This design comes from an exercise in tuning for small area on the open sky130 flow, not from production work. RTL that was checked went through simulation tests only; none was proved equivalent to the original. No activity file was given, so power comes from the tool's default toggle rates.

==> inputs of job 3172 <==
==> flow/design.v <==
module ring_buffer (
    input  wire        clk,
    input  wire        rst,         
    input  wire        app_valid,
    input  wire [15:0] app_data,
    input  wire        cmd_valid,
    output wire        cmd_ready,
    input  wire [15:0] cmd_word,
    output reg         rsp_valid,
    output wire [2:0]  rsp_kind,
    output wire [23:0] rsp_data,
    output wire        rsp_end,
    output wire        faulted
);
    localparam N  = 24;
    localparam R  = 8;
    localparam TW = 16;
    localparam DW = 8;
    localparam CW = 5;
    localparam [CW-1:0] UNATT = 5'd28;
    localparam OP_ATTACH  = 4'h1;
    localparam OP_COUNT   = 4'h2;
    localparam OP_READ    = 4'h3;
    localparam OP_CONSUME = 4'h4;
    localparam OP_DROPS   = 4'h5;
    reg [TW-1:0] sh    [1:N];      
    reg [CW-1:0] cnt   [0:R-1];    
    reg [DW-1:0] drops [0:R-1];
    reg [CW-1:0] br;               
    reg [2:0]    brr;              
    reg          flt;
    reg [7:0]    fhi;              
    reg [15:0]   rv;               
    reg [2:0]    kr;               
    wire busy = (br != 0);
    assign faulted   = flt;
    assign cmd_ready = ~busy;      
    assign rsp_end   = ~busy;
    assign rsp_kind  = kr | {3{flt}};
    assign rsp_data  = {fhi, rv};
    wire cmd_go = cmd_valid & ~busy;
    wire [3:0] unit = cmd_word[15:12];
    wire [3:0] op   = cmd_word[11:8];
    wire [7:0] sel  = cmd_word[7:0];
    wire [2:0]    sr   = busy ? brr : sel[2:0];
    wire [CW-1:0] csel = cnt[sr];
    wire          att_s = ~(csel[4] & csel[3] & csel[2]);
    wire [TW-1:0] dsel = sh[csel];
    wire legal = (unit == 4'h0) && (op >= OP_ATTACH) && (op <= OP_DROPS);
    wire r_ok  = (sel[7:3] == 5'd0);
    reg [2:0] fc;
    always @(*) begin
        if (!legal)                           fc = 3'd1;
        else if (!r_ok)                       fc = 3'd2;
        else if (op != OP_ATTACH && !att_s)   fc = 3'd3;
        else if (op == OP_READ && csel == 0)  fc = 3'd4;
        else                                  fc = 3'd0;
    end
    wire live      = cmd_go & ~flt;
    wire cmd_fault = live & (fc != 3'd0);
    wire cmd_exec  = live & (fc == 3'd0);
    wire app_do    = app_valid & ~flt & ~cmd_fault;
    wire ex_attach  = cmd_exec & (op == OP_ATTACH);
    wire ex_read    = cmd_exec & (op == OP_READ);
    wire ex_consume = cmd_exec & (op == OP_CONSUME);
    integer i;
    always @(posedge clk) begin
        if (app_do) begin
            sh[1] <= app_data;
            for (i = 2; i <= N; i = i + 1)
                sh[i] <= sh[i-1];
        end
    end
    genvar g;
    generate
        for (g = 0; g < R; g = g + 1) begin : rdr
            wire hit  = (sr == g);
            wire clr  = ex_attach & hit;
            wire dec  = (ex_read | busy) & hit;
            wire top  = cnt[g][4] & cnt[g][3];    
            always @(posedge clk) begin
                if (rst)
                    cnt[g] <= UNATT;
                else if (clr)
                    cnt[g] <= {4'd0, app_do};
                else if (dec) begin
                    if (!app_do)
                        cnt[g] <= cnt[g] - 1'b1;
                end else if (app_do && !top)
                    cnt[g] <= cnt[g] + 1'b1;
            end
            always @(posedge clk) begin
                if (clr)
                    drops[g] <= 0;
                else if (app_do && top && !dec && drops[g] != {DW{1'b1}})
                    drops[g] <= drops[g] + 1'b1;
            end
        end
    endgenerate
    always @(posedge clk) begin
        if (rst)
            br <= 0;
        else if (ex_consume)
            br <= csel;
        else if (busy)
            br <= br - 1'b1;
    end
    always @(posedge clk) begin
        if (ex_consume)
            brr <= sel[2:0];
    end
    always @(posedge clk) begin
        if (rst) begin
            flt <= 1'b0;
            fhi <= 8'h00;
        end else if (cmd_fault) begin
            flt <= 1'b1;
            fhi <= cmd_word[15:8];
        end
    end
    always @(posedge clk) begin
        if (rst)
            rsp_valid <= 1'b0;
        else
            rsp_valid <= cmd_go | busy;
    end
    always @(posedge clk) begin
        if (!flt) begin
            if (busy) begin
                kr <= 3'd4;
                rv <= dsel;
            end else if (fc != 3'd0) begin
                kr <= 3'd0;
                rv <= {sel, 5'd0, fc};
            end else begin
                case (op)
                    OP_COUNT:   begin kr <= 3'd1; rv <= {11'd0, csel}; end
                    OP_READ:    begin kr <= 3'd2; rv <= dsel; end
                    OP_CONSUME: begin kr <= 3'd3; rv <= {11'd0, csel}; end
                    OP_DROPS:   begin kr <= 3'd1; rv <= {8'd0, drops[sel[2:0]]}; end
                    default:    begin kr <= 3'd0; rv <= 16'd0; end
                endcase
            end
        end
    end
endmodule
==> flow/run.sh <==
#!/bin/bash
# synth_recipe.tcl (not shown) runs the flow's synth.tcl, then flattens the netlist and writes it again
# the make line also repeats each setting of config.mk as NAME=value (left out here)
make -C /OpenROAD-flow-scripts/flow DESIGN_CONFIG=/design/flow/config.mk WORK_HOME=/design/flow/orfs CLKGATE_MAP_FILE= SYNTH_SCRIPT=/design/flow/synth_recipe.tcl finish
==> flow/config.mk <==
export PLATFORM = sky130hd
export DESIGN_NAME = ring_buffer
export DESIGN_NICKNAME = ring_buffer
export VERILOG_FILES = /design/flow/design.v
export SDC_FILE = /design/flow/constraint.sdc
export NUM_CORES = 4
export LEC_CHECK = 0
export CAP_MARGIN = 20
export CORE_MARGIN = 2
export CORE_UTILIZATION = 40
export PLACE_DENSITY = 0.6
export SLEW_MARGIN = 20
==> flow/constraint.sdc <==
create_clock -name core_clock -period 10.0 [get_ports {clk}]
set_input_delay 2.0000 -clock core_clock [delete_from_list [all_inputs] [get_ports {clk}]]
set_output_delay 2.0000 -clock core_clock [all_outputs]
set_load 0.01 [all_outputs]
==> job 655 (differences from job 3172) <==
--- a/flow/design.v
+++ b/flow/design.v
@@ -71,30 +71,38 @@
                 sh[i] <= sh[i-1];
         end
     end
-    genvar g;
+    genvar g, b;
     generate
         for (g = 0; g < R; g = g + 1) begin : rdr
-            wire hit  = (sr == g);
-            wire clr  = ex_attach & hit;
-            wire dec  = (ex_read | busy) & hit;
-            wire top  = cnt[g][4] & cnt[g][3];    
+            wire hit = (sr == g);
+            wire clr = ex_attach & hit;
+            wire dec = (ex_read | busy) & hit;
+            wire top = cnt[g][4] & cnt[g][3];    
+            wire up = app_do & ~dec & ~top;
+            wire dn = dec & ~app_do;
+            wire [CW:0] tu, td;
+            assign tu[0] = up;
+            assign td[0] = dn;
+            for (b = 0; b < CW; b = b + 1) begin : cb
+                assign tu[b+1] = tu[b] & cnt[g][b];
+                assign td[b+1] = td[b] & ~cnt[g][b];
+            end
             always @(posedge clk) begin
                 if (rst)
                     cnt[g] <= UNATT;
                 else if (clr)
                     cnt[g] <= {4'd0, app_do};
-                else if (dec) begin
-                    if (!app_do)
-                        cnt[g] <= cnt[g] - 1'b1;
-                end else if (app_do && !top)
-                    cnt[g] <= cnt[g] + 1'b1;
+                else
+                    cnt[g] <= cnt[g] ^ tu[CW-1:0] ^ td[CW-1:0];
             end
-            always @(posedge clk) begin
-                if (clr)
-                    drops[g] <= 0;
-                else if (app_do && top && !dec && drops[g] != {DW{1'b1}})
-                    drops[g] <= drops[g] + 1'b1;
+            wire dinc = app_do & top & ~dec & ~(&drops[g]);
+            wire [DW:0] dt;
+            assign dt[0] = dinc;
+            for (b = 0; b < DW; b = b + 1) begin : db
+                assign dt[b+1] = dt[b] & drops[g][b];
             end
+            always @(posedge clk)
+                drops[g] <= {DW{~clr}} & (drops[g] ^ dt[DW-1:0]);
         end
     endgenerate
     always @(posedge clk) begin
@@ -125,22 +133,28 @@
             rsp_valid <= cmd_go | busy;
     end
     always @(posedge clk) begin
+        if (busy)
+            kr <= 3'd4;
+        else
+            case (op)
+                OP_COUNT, OP_DROPS: kr <= 3'd1;
+                OP_READ:            kr <= 3'd2;
+                OP_CONSUME:         kr <= 3'd3;
+                default:            kr <= 3'd0;
+            endcase
+    end
+    always @(posedge clk) begin
         if (!flt) begin
-            if (busy) begin
-                kr <= 3'd4;
+            if (busy)
                 rv <= dsel;
-            end else if (fc != 3'd0) begin
-                kr <= 3'd0;
+            else if (fc != 3'd0)
                 rv <= {sel, 5'd0, fc};
-            end else begin
+            else
                 case (op)
-                    OP_COUNT:   begin kr <= 3'd1; rv <= {11'd0, csel}; end
-                    OP_READ:    begin kr <= 3'd2; rv <= dsel; end
-                    OP_CONSUME: begin kr <= 3'd3; rv <= {11'd0, csel}; end
-                    OP_DROPS:   begin kr <= 3'd1; rv <= {8'd0, drops[sel[2:0]]}; end
-                    default:    begin kr <= 3'd0; rv <= 16'd0; end
+                    OP_COUNT, OP_CONSUME: rv <= {11'd0, csel};
+                    OP_READ:              rv <= dsel;
+                    default:              rv <= {8'd0, drops[sel[2:0]]};
                 endcase
-            end
         end
     end
 endmodule
==> flow/flow/run.sh (new file) <==
#!/bin/bash
# Own layout flow: the standard synthesis, then its combinational logic
# re-mapped for area with ABC (flip-flops kept as they are), then the
# standard ORFS layout from that netlist. Each tool's output goes to a log
# file of its own in the work folder.
set -euo pipefail
W=$PWD
F=$W/flow
R=$W/orfs/results/$FLOW_PLATFORM/ring_buffer/base
LIB=$FLOW_HOME/platforms/$FLOW_PLATFORM/lib/sky130_fd_sc_hd__tt_025C_1v80.lib

# 1. standard synthesis (unchanged)
bash standard.sh synth > $W/log_1_synth.log 2>&1

# 2. re-map the gates between the registers
cp $R/1_2_yosys.v $W/standard_synth.v
REABC_LIB=$LIB REABC_IN=$W/standard_synth.v REABC_OUT=$W/reabc.v \
REABC_SCRIPT=$F/reabc.abc REABC_STAT=$W/reabc_stat.txt \
  yosys -c $F/reabc.tcl > $W/log_2_reabc.log 2>&1
cp $W/reabc.v $R/1_2_yosys.v
rm -f $R/1_synth.odb $R/1_synth.sdc

# 3. the standard layout from the new netlist
bash standard.sh BUFFER_PORTS_ARGS="-buffer_cell sky130_fd_sc_hd__buf_1" finish > $W/log_3_layout.log 2>&1
test -f $W/out/final.def
==> flow/flow/reabc.abc (new file) <==
strash
&get -n
&deepsyn -T 60
&put
dch -f
amap
==> flow/flow/reabc.tcl (new file) <==
# Re-map the combinational logic of the standard synthesis netlist for area.
# The flip-flops are kept as they are (same instances, names and cell types);
# only the gates between them are re-synthesized with ABC.
yosys -import
set lib $::env(REABC_LIB)
set net $::env(REABC_IN)
set out $::env(REABC_OUT)
set top $::env(FLOW_TOP)
read_liberty -ignore_miss_func $lib
read_verilog $net
hierarchy -top $top
# keep every sequential cell as an instance
setattr -mod -set keep_hierarchy 1 {sky130_fd_sc_hd__*df*} {sky130_fd_sc_hd__*dl*} {sky130_fd_sc_hd__*sdf*}
flatten
select -module $top t:\$scopeinfo
delete
select -clear
# drop the library's modules and read them back as black boxes
delete {sky130_fd_sc_hd__*}
read_liberty -lib $lib
hierarchy -top $top
opt_clean
abc -script $::env(REABC_SCRIPT) -liberty $lib -dont_use sky130_fd_sc_hd__probe_p_8 -dont_use sky130_fd_sc_hd__probec_p_8 -dont_use {sky130_fd_sc_hd__lpflow_*}
splitnets
opt_clean -purge
hilomap -singleton -hicell sky130_fd_sc_hd__conb_1 HI -locell sky130_fd_sc_hd__conb_1 LO
insbuf -buf sky130_fd_sc_hd__buf_1 A X
opt_clean -purge
tee -o $::env(REABC_STAT) stat -liberty $lib
check -assert
select $top
write_verilog -noattr -nohex -nodec -selected $out
==> flow/standard.sh (new file) <==
#!/bin/bash
# synth_recipe.tcl (not shown) runs the flow's synth.tcl, then flattens the netlist and writes it again
# the make line also repeats each setting of config.mk as NAME=value (left out here)
make -C /OpenROAD-flow-scripts/flow DESIGN_CONFIG=/design/flow/config.mk WORK_HOME=/design/flow/orfs CLKGATE_MAP_FILE= SYNTH_SCRIPT=/design/flow/synth_recipe.tcl "${@:-finish}"
- CORE_UTILIZATION: 40 -> 72
- CTS_BUF_LIST: default -> sky130_fd_sc_hd__clkbuf_8
- CTS_CLUSTER_DIAMETER: default -> 60
- CTS_CLUSTER_SIZE: default -> 20
- PLACE_DENSITY: 0.6 -> 0.8
removed: flow/run.sh
==> job 8042 (differences from job 3172) <==
--- a/flow/design.v
+++ b/flow/design.v
@@ -71,30 +71,38 @@
                 sh[i] <= sh[i-1];
         end
     end
-    genvar g;
+    genvar g, b;
     generate
         for (g = 0; g < R; g = g + 1) begin : rdr
-            wire hit  = (sr == g);
-            wire clr  = ex_attach & hit;
-            wire dec  = (ex_read | busy) & hit;
-            wire top  = cnt[g][4] & cnt[g][3];    
+            wire hit = (sr == g);
+            wire clr = ex_attach & hit;
+            wire dec = (ex_read | busy) & hit;
+            wire top = cnt[g][4] & cnt[g][3];    
+            wire up = app_do & ~dec & ~top;
+            wire dn = dec & ~app_do;
+            wire [CW:0] tu, td;
+            assign tu[0] = up;
+            assign td[0] = dn;
+            for (b = 0; b < CW; b = b + 1) begin : cb
+                assign tu[b+1] = tu[b] & cnt[g][b];
+                assign td[b+1] = td[b] & ~cnt[g][b];
+            end
             always @(posedge clk) begin
                 if (rst)
                     cnt[g] <= UNATT;
                 else if (clr)
                     cnt[g] <= {4'd0, app_do};
-                else if (dec) begin
-                    if (!app_do)
-                        cnt[g] <= cnt[g] - 1'b1;
-                end else if (app_do && !top)
-                    cnt[g] <= cnt[g] + 1'b1;
+                else
+                    cnt[g] <= cnt[g] ^ tu[CW-1:0] ^ td[CW-1:0];
             end
-            always @(posedge clk) begin
-                if (clr)
-                    drops[g] <= 0;
-                else if (app_do && top && !dec && drops[g] != {DW{1'b1}})
-                    drops[g] <= drops[g] + 1'b1;
+            wire dinc = app_do & top & ~dec & ~(&drops[g]);
+            wire [DW:0] dt;
+            assign dt[0] = dinc;
+            for (b = 0; b < DW; b = b + 1) begin : db
+                assign dt[b+1] = dt[b] & drops[g][b];
             end
+            always @(posedge clk)
+                drops[g] <= {DW{~clr}} & (drops[g] ^ dt[DW-1:0]);
         end
     endgenerate
     always @(posedge clk) begin
==> flow/flow/run.sh (new file) <==
#!/bin/bash
# Own layout flow: the standard synthesis, then its combinational logic
# re-mapped for area with ABC (flip-flops kept as they are), then the
# standard ORFS layout from that netlist. Each tool's output goes to a log
# file of its own in the work folder.
set -euo pipefail
W=$PWD
F=$W/flow
R=$W/orfs/results/$FLOW_PLATFORM/ring_buffer/base
LIB=$FLOW_HOME/platforms/$FLOW_PLATFORM/lib/sky130_fd_sc_hd__tt_025C_1v80.lib

# 1. standard synthesis (unchanged)
bash standard.sh synth > $W/log_1_synth.log 2>&1

# 2. re-map the gates between the registers
cp $R/1_2_yosys.v $W/standard_synth.v
REABC_LIB=$LIB REABC_IN=$W/standard_synth.v REABC_OUT=$W/reabc.v \
REABC_SCRIPT=$F/reabc.abc REABC_STAT=$W/reabc_stat.txt \
  yosys -c $F/reabc.tcl > $W/log_2_reabc.log 2>&1
cp $W/reabc.v $R/1_2_yosys.v
rm -f $R/1_synth.odb $R/1_synth.sdc

# 3. the standard layout from the new netlist
bash standard.sh BUFFER_PORTS_ARGS="-buffer_cell sky130_fd_sc_hd__buf_1" finish > $W/log_3_layout.log 2>&1
test -f $W/out/final.def
==> flow/flow/reabc.abc (new file) <==
strash
&get -n
&deepsyn -T 60
&put
dch -f
amap
==> flow/flow/reabc.tcl (new file) <==
# Re-map the combinational logic of the standard synthesis netlist for area.
# The flip-flops are kept as they are (same instances, names and cell types);
# only the gates between them are re-synthesized with ABC.
yosys -import
set lib $::env(REABC_LIB)
set net $::env(REABC_IN)
set out $::env(REABC_OUT)
set top $::env(FLOW_TOP)
read_liberty -ignore_miss_func $lib
read_verilog $net
hierarchy -top $top
# keep every sequential cell as an instance
setattr -mod -set keep_hierarchy 1 {sky130_fd_sc_hd__*df*} {sky130_fd_sc_hd__*dl*} {sky130_fd_sc_hd__*sdf*}
flatten
select -module $top t:\$scopeinfo
delete
select -clear
# drop the library's modules and read them back as black boxes
delete {sky130_fd_sc_hd__*}
read_liberty -lib $lib
hierarchy -top $top
opt_clean
abc -script $::env(REABC_SCRIPT) -liberty $lib -dont_use sky130_fd_sc_hd__probe_p_8 -dont_use sky130_fd_sc_hd__probec_p_8 -dont_use {sky130_fd_sc_hd__lpflow_*}
splitnets
opt_clean -purge
hilomap -singleton -hicell sky130_fd_sc_hd__conb_1 HI -locell sky130_fd_sc_hd__conb_1 LO
insbuf -buf sky130_fd_sc_hd__buf_1 A X
opt_clean -purge
tee -o $::env(REABC_STAT) stat -liberty $lib
check -assert
select $top
write_verilog -noattr -nohex -nodec -selected $out
==> flow/standard.sh (new file) <==
#!/bin/bash
# synth_recipe.tcl (not shown) runs the flow's synth.tcl, then flattens the netlist and writes it again
# the make line also repeats each setting of config.mk as NAME=value (left out here)
make -C /OpenROAD-flow-scripts/flow DESIGN_CONFIG=/design/flow/config.mk WORK_HOME=/design/flow/orfs CLKGATE_MAP_FILE= SYNTH_SCRIPT=/design/flow/synth_recipe.tcl "${@:-finish}"
- CTS_BUF_LIST: default -> sky130_fd_sc_hd__clkbuf_8
- CTS_CLUSTER_DIAMETER: default -> 50
- CTS_CLUSTER_SIZE: default -> 16
removed: flow/run.sh
==> qor.txt <==
Iter 0 DRT Violations: 2265
Die extent in y: 230 um
Area occupied by multi-input gates: 0.00571 mm2
Root Driver: clkbuf_8
Tcrit/Tclk final: 76.2%
Sw frac: 39.3%
Row cnt: 82
DP Area: 0.0222 mm2
Sequential share of cell area: 62.4%
Largest net degree at the start of global routing: 149
Fmax: 131 MHz
Critical Path RT: 10600 ps
Status: complete, no violations
Clock buf/inv share: 4.82%
Initial antenna violation count: 2
Buf/Inv on CP: 9
[end of results for job 8042]
==> qor.txt <==
Buf/Inv on CP: 2
Largest net degree at the start of global routing: 223
Fmax: 134 MHz
Die extent in y: 247 um
Clock buf/inv share: 7.02%
Tcrit/Tclk final: 74.7%
Iter 0 DRT Violations: 2750
Critical Path RT: 10440 ps
Sequential share of cell area: 53.5%
Initial antenna violation count: 1
Status: complete, no violations
Row cnt: 89
[end of results for job 3172]
==> qor.txt <==
Iter 0 DRT Violations: 2142
Tcrit/Tclk final: 88.2%
Fmax: 113 MHz
Initial antenna violation count: 0
Sw frac: 42.5%
Root Driver: clkbuf_8
Fin Hold WS: 439 ps
Hold-critical path depth: 0
Critical Path RT: 10440 ps
Row cnt: 61
RSZ-0062 raised after global routing: false
Area occupied by multi-input gates: 0.00559 mm2
NetSw: 3.44 mW
DP Area: 0.0216 mm2
Sequential share of cell area: 65.4%
Largest net degree at the start of global routing: 142
Status: complete, no violations
Slowest CP cell: o22ai_1
[end of results for job 655]
No functional check of the RTL was part of job 3172.

-- port drivers added, routing unchanged --
In the flow no input, the clock included, has a driving cell. The finished layouts below were timed again as built, in two steps.
Step 1: set_driving_cell puts a clkbuf_16 on clk and a buf_2 on each other input, an assumption about the parent block.
Step 2 also shifts input and output timing later by t, the mid clock arrival at the registers, as if the neighbouring blocks saw the same clock.
Slacks: no drivers / after step 1 / after step 2; pairs: no drivers / after step 1.
run	t (ns)	setup WS [ns]	latest minus earliest clock arrival (ns)	slew at the worst register clock pin (ns)	worst data-port slew with drivers (ns)
job 3172	0.663	2.527 / 2.559 / 1.897	0.049 / 0.049	0.07 / 0.07	0.04
job 655	0.627	1.177 / 1.177 / 0.819	0.026 / 0.025	0.12 / 0.12	0.04
job 8042	0.712	2.380 / 2.406 / 1.694	0.038 / 0.038	0.11 / 0.11	0.04
After both steps setup and hold are still met in every run listed. The setup slack of job 8042, which loses most, moves by +0.026 ns with the drivers and by -0.686 ns with both steps.
